What follows belongs to an exercise in optimizing a design on an open flow for small area, a short achievable clock period and few clock cycles per item; a production flow would make more cautious choices. At most, simulation tests tie the RTL to the original design; equivalence was not proved. No activity file was given, so power comes from the tool's default toggle rates.

==> run a: inputs <==
## ptc_analyzer
module ptc_analyzer (
    input  wire        clk,
    input  wire        rst,
    input  wire        in_valid,
    output reg         in_ready,
    input  wire [7:0]  in_data,
    output reg         ent_valid,
    output wire [3:0]  ent_index,
    output wire [23:0] ent_start,
    output wire [15:0] ent_size,
    output wire [7:0]  ent_type_flags,
    output reg  [2:0]  ent_kind,
    output wire        ent_active,
    output wire        ent_locked,
    output reg  [15:0] ent_size_kb,
    output reg         ent_contig_err,
    output wire [20:0] ent_expected,
    output wire [69:0] ent_name,
    output reg         res_valid,
    output reg  [1:0]  res_status,
    output wire [15:0] res_magic,
    output wire [15:0] res_cks_stored,
    output wire [15:0] res_cks_computed,
    output wire [7:0]  res_drive_type,
    output wire [23:0] res_total,
    output wire [15:0] res_cylinders,
    output wire [7:0]  res_heads,
    output wire [7:0]  res_sectors,
    output wire [7:0]  res_interleave,
    output wire [7:0]  res_boot,
    output wire [31:0] res_active_slots,
    output wire [20:0] res_partitioned,
    output wire [15:0] res_contig_mask,
    output reg         res_w_checksum,
    output reg         res_w_total,
    output reg         res_w_geometry,
    output wire [23:0] res_derived_cyl,
    output reg  [16:0] res_logical_mb_x10,
    output wire [24:0] res_native_mb_x10,
    output wire [4:0]  res_viol_count
);
    reg  [8:0] c;
    wire       take = in_valid & in_ready;
    reg        tk;
    reg  [7:0] din;
    reg  [3:0] idx;
    reg  [15:0] magic, cks_st, cyl;
    reg  [7:0]  drive, heads, sect, inter, boot;
    reg  [23:0] total;
    reg  [31:0] active;
    reg  [7:0]  a0, a1;
    reg  [23:0] e_start;
    reg  [15:0] e_size;
    reg  [7:0]  e_tf;
    reg  [69:0] e_name;
    reg  [20:0] x;                  
    reg  [15:0] mask;
    reg  [4:0]  viol;
    reg         st1, st2, st3;
    reg         emit;                   
    wire magic_ok = (magic == 16'hAEAE);
    function [6:0] sanitize;
        input [7:0] b;
        begin
            if (b[6:5] == 2'b00 || b[6:0] == 7'h7F) sanitize = 7'h3F;
  ...
==> flow/config.mk <==
export PLATFORM = sky130hd
export DESIGN_NAME = ptc_analyzer
export DESIGN_NICKNAME = ptc_analyzer
export VERILOG_FILES = /design/flow/design.v
export SDC_FILE = /design/flow/constraint.sdc
export NUM_CORES = 4
export LEC_CHECK = 0
export CAP_MARGIN = 0
export CORE_MARGIN = 2
export CORE_UTILIZATION = 55
export CTS_CLUSTER_DIAMETER = 130
export CTS_CLUSTER_SIZE = 22
export PLACE_DENSITY = 0.7
export SLEW_MARGIN = 0
==> flow/constraint.sdc <==
create_clock -name core_clock -period 14.0 [get_ports {clk}]
set_input_delay 2.8000 -clock core_clock [delete_from_list [all_inputs] [get_ports {clk}]]
set_output_delay 2.8000 -clock core_clock [all_outputs]
set_load 0.01 [all_outputs]
standard.sh (not shown) runs the stock make flow with config.mk's settings and CLKGATE_MAP_FILE= SYNTH_SCRIPT=/design/flow/synth_recipe.tcl, a recipe that flattens the netlist after the stock synthesis.
==> flow/flow/run.sh <==
#!/bin/bash
# Standard ORFS layout with buf_1 port buffers, and the setup repair
# asked to leave extra slack at the design's clock period.
set -euo pipefail
export BUFFER_PORTS_ARGS="-buffer_cell sky130_fd_sc_hd__buf_1"
export SETUP_SLACK_MARGIN=9.9
bash standard.sh > standard.log 2>&1
==> inputs of run b, as changes to run a <==
--- a/flow/design.v
+++ b/flow/design.v
@@ -54,47 +54,35 @@
     reg  [7:0]  e_tf;
     reg  [69:0] e_name;
     reg  [20:0] x;                  
     reg  [15:0] mask;
     reg  [4:0]  viol;
     reg         st1, st2, st3;
-    reg         emit;                   
     wire magic_ok = (magic == 16'hAEAE);
     function [6:0] sanitize;
         input [7:0] b;
         begin
             if (b[6:5] == 2'b00 || b[6:0] == 7'h7F) sanitize = 7'h3F;
             else                                   sanitize = b[6:0];
         end
     endfunction
     wire [6:0] din_s = sanitize(din);
-    wire [3:0]  lc;                     
-    wire [11:0] lv = {1'b0, din, 3'd0} + {3'd0, din, 1'b0}
-                   + {8'd0, c[2] ? lc : 4'd0} + {9'd0, c[2] & ~c[0], 2'd0};
     integer k;
     always @(posedge clk) begin
         din <= in_data;
         idx <= c[8:5];
         if (tk) begin
             case (c)
                 9'd0:   magic[7:0]    <= din;
                 9'd1:   magic[15:8]   <= din;
                 9'd4:   cks_st[7:0]   <= din;
                 9'd5:   cks_st[15:8]  <= din;
                 9'd8:   drive         <= din;
-                9'd9: begin
-                    total[7:0]    <= din;
-                end
-                9'd12: begin
-                    total[15:8]   <= din;
-                    res_logical_mb_x10[4:0]  <= lv[7:3];
-                end
-                9'd13: begin
-                    total[23:16]  <= din;
-                    res_logical_mb_x10[16:5] <= lv;
-                end
+                9'd9:   total[7:0]    <= din;
+                9'd12:  total[15:8]   <= din;
+                9'd13:  total[23:16]  <= din;
                 9'd17:  cyl[7:0]      <= din;
                 9'd20:  cyl[15:8]     <= din;
                 9'd21:  heads         <= din;
                 9'd24:  sect          <= din;
                 9'd25:  inter         <= din;
                 9'd28:  boot          <= din;
@@ -137,94 +125,99 @@
     wire w_tot_c = ({3'd0, x} != total);
     always @(posedge clk) begin
         if (rst) begin
             c         <= 9'd511;
             in_ready  <= 1'b1;
             ent_valid <= 1'b0;
-            emit      <= 1'b0;
             res_valid <= 1'b0;
             st1       <= 1'b0;
             st2       <= 1'b0;
             st3       <= 1'b0;
             tk        <= 1'b0;
         end else begin
             if (take) c <= c + 9'd1;
             tk        <= take;
-            emit      <= tk && c[4:0] == 5'd31;
             ent_valid <= tk && c[4:0] == 5'd31 && magic_ok;
             st1       <= last;
             st2       <= st1;
             st3       <= st2;
             res_valid <= st3;
             in_ready  <= !last && !st1;
         end
     end
     always @(posedge clk) begin
         if (rst || res_valid)
             x <= 21'd1;
-        else if (emit || st3)
+        else if (ent_valid || st3)
             x <= x + {{5{st3}}, e_size | {16{st3}}};      
-        if (emit)
+        if (ent_valid)
             mask <= {ent_contig_err, mask[15:1]};
         if (rst || res_valid)
             viol <= 5'd0;
-        else if (emit)
+        else if (ent_valid)
             viol <= viol + {4'd0, ent_contig_err};
         else if (st3)
             viol <= viol + {4'd0, w_cks_c} + {4'd0, w_tot_c} + {4'd0, res_w_geometry};
     end
+    wire [27:0] lmb_sum = {1'b0, total, 3'd0} + {3'd0, total, 1'b0} + 28'd1024;
     always @(posedge clk) begin
         ent_contig_err <= (e_start != {3'd0, x});
         ent_kind       <= (e_tf[3:0] <= 4'd4) ? e_tf[2:0] : 3'd5;
         ent_size_kb    <= {1'b0, e_size[15:1]} + {15'd0, e_size[0] & e_size[1]};
         res_w_checksum <= w_cks_c;
         res_w_total    <= w_tot_c;
+        res_logical_mb_x10 <= lmb_sum[27:11];
         if (!magic_ok)                      res_status <= 2'd1;
         else if (heads == 8'd0 || sect == 8'd0) res_status <= 2'd2;
         else                                res_status <= 2'd0;
     end
     reg  [23:0] q;
     reg  [7:0]  rem;
-    reg  [24:0] nmb;
-    assign lc = rem[3:0];
-    wire        mclr  = c[8:5] == 4'd1;
-    wire        mstep = c[8:6] == 3'd1;
-    wire [5:0]  t     = c[5:0];
-    wire        x1    = (t[5:3] == 3'd0) && heads[t[2:0]];
-    wire [8:0]  t1    = {1'b0, rem} + (x1 ? {1'b0, sect} : 9'd0);
-    wire        h1 = q[16], h2 = q[17], h3 = q[18], c1 = q[19];
-    wire        z     = h1 ^ h3 ^ c1;
-    wire        zc    = (h1 & h3) | (h1 & c1) | (h3 & c1);
-    wire [16:0] t2    = {1'b0, q[15:0]} + (z ? {1'b0, cyl} : 17'd0);
-    wire        dpass = (c[8:5] == 4'd4 || c[8:5] == 4'd5) && c[4:3] != 2'b11;
-    wire        dbit  = q[23];
-    wire [7:0]  dvs   = c[5] ? sect : heads;
+    wire        dpass = (c[8:5] == 4'd1 || c[8:5] == 4'd2) && c[4:3] != 2'b11;
+    wire        dbit  = c[5] ? total[5'd23 - c[4:0]] : q[23];
+    wire [7:0]  dvs   = c[5] ? heads : sect;
     wire [8:0]  dt    = {rem, dbit};
     wire [9:0]  dd    = {1'b0, dt} - {2'b0, dvs};
     wire        dge   = !dd[9];
     always @(posedge clk) begin
         if (tk) begin
             if (dpass) begin
                 rem <= dge ? dd[7:0] : dt[7:0];
                 q   <= {q[22:0], dge};
-            end else if (c == 9'd127) begin
+            end else begin
                 rem <= 8'd0;
-                q   <= total;
-            end else if (mstep) begin
-                rem      <= t1[8:1];
-                q[19:0]  <= {zc, h2, h1, t1[0], t2[16:1]};
-                if (t >= 6'd11 && t <= 6'd35)
-                    nmb <= {t2[0], nmb[24:1]};
-            end else if (c == 9'd9 || c == 9'd12) begin
-                rem[3:0] <= lv[11:8];
-            end else if (c[8:4] != 5'd0) begin
-                rem <= 8'd0;
-                if (mclr) q[19:0] <= 20'd1024;
             end
         end
         res_w_geometry <= (q > {8'd0, cyl});
+    end
+    reg  [7:0]  s1;
+    reg         h1, h2, h3, c1;
+    reg  [15:0] s2;
+    reg  [24:0] nmb;
+    wire [5:0]  t     = c[5:0];
+    wire        mstep = tk && c[8:6] == 3'd2;
+    wire        mclr  = tk && c[8:5] == 4'd3;
+    wire        x1    = (t[5:3] == 3'd0) && heads[t[2:0]];
+    wire [8:0]  t1    = {1'b0, s1} + (x1 ? {1'b0, sect} : 9'd0);
+    wire        z     = h1 ^ h3 ^ c1;
+    wire        zc    = (h1 & h3) | (h1 & c1) | (h3 & c1);
+    wire [16:0] t2    = {1'b0, s2} + (z ? {1'b0, cyl} : 17'd0);
+    always @(posedge clk) begin
+        if (mclr) begin
+            s1 <= 8'd0;
+            h1 <= 1'b0; h2 <= 1'b0; h3 <= 1'b0;
+            c1 <= 1'b0;
+            s2 <= 16'd1024;
+        end else if (mstep) begin
+            s1 <= t1[8:1];
+            h1 <= t1[0]; h2 <= h1; h3 <= h2;
+            c1 <= zc;
+            s2 <= t2[16:1];
+            if (t >= 6'd11 && t <= 6'd35)
+                nmb <= {t2[0], nmb[24:1]};
+        end
     end
     assign ent_index        = idx;
     assign ent_start        = e_start;
     assign ent_size         = e_size;
     assign ent_type_flags   = e_tf;
     assign ent_active       = e_tf[6];
==> flow/flow/run.sh (replaced) <==
#!/bin/bash
# Standard ORFS layout; the only change is the cell used for the port
# buffers (buf_1 instead of the delay buffer buffer_ports picks).
set -euo pipefail
export BUFFER_PORTS_ARGS="-buffer_cell sky130_fd_sc_hd__buf_1"
bash standard.sh > standard.log 2>&1
Settings changed: CAP_MARGIN 0 to 20, CORE_UTILIZATION 55 to 40, CTS_CLUSTER_DIAMETER 130 to default, CTS_CLUSTER_SIZE 22 to default, PLACE_DENSITY 0.7 to 0.6, SLEW_MARGIN 0 to 20.
==> qor summary <==
	run b	run a
Via count normalized by instance count	5.188	5.703
Number of nets at the end of the flow	2131	1994
Sw power	724.6 uW	577.2 uW
Setup slack after placement	9243 ps	9380 ps
Routed Wire Length	59710 um	55790 um
Total length of routed met2 wires	27770 um	26480 um
Non-clk bufs	466	478
Critical path class	reg -> reg	reg -> out
Outcome	complete, no violations	complete, no violations
Share of the yosys chip area belonging to registers	64.18%	64.92%
Post-detailed-placement cell area	22630 um2	21530 um2
Post-Route M1 WL	25180 um	22440 um
Total number of tap cells	672	455
Source of the worst register-to-register timing path	c[0]$_SDFFE_PP1P_	q[16]$_DFFE_PP_
Share of final-layout standard cells stronger than drive strength 1	7.276%	7.022%
Global router's overall resource usage	22.28%	29.13%
Die Footprint	52540 um2	36960 um2
Flip-flop and latch share of the layout cell area	53.20%	56.72%
Testbench counts of run a, summed over its fixed seeds: cycles 197,392, tables 384.
Only the layout flow was run in run b; the RTL was not checked for function there.

-- afterwards: timing with drivers on the ports --
How much do the figures lean on ideal ports? The routed layouts below were timed once more, with nothing changed but the port constraints. Step 1 assumes that a clkbuf_16 drives the clock port and a buf_2 every other input. Step 2 adds t to the input delays and takes it off the output delays; t is the mean of the earliest and latest rising clock arrival at the registers after step 1. Input paths then give back, and output paths get back, about the clock's delay inside the block. a / b / c = ideal / step 1 / step 2; a / b = the first two.
run	shift t [ns]	setup slack, ns	worst register clock-pin slew, ns	worst data-port slew with drivers (ns)
run a	0.609	9.910 / 9.854 / 9.425	0.10 / 0.10	0.08
run b	0.654	9.176 / 9.176 / 9.176	0.06 / 0.06	0.08
After both steps setup and hold are still met in every run listed. For run a, which loses most, drivers alone change the setup slack by -0.056 ns; drivers and shift together by -0.485 ns.
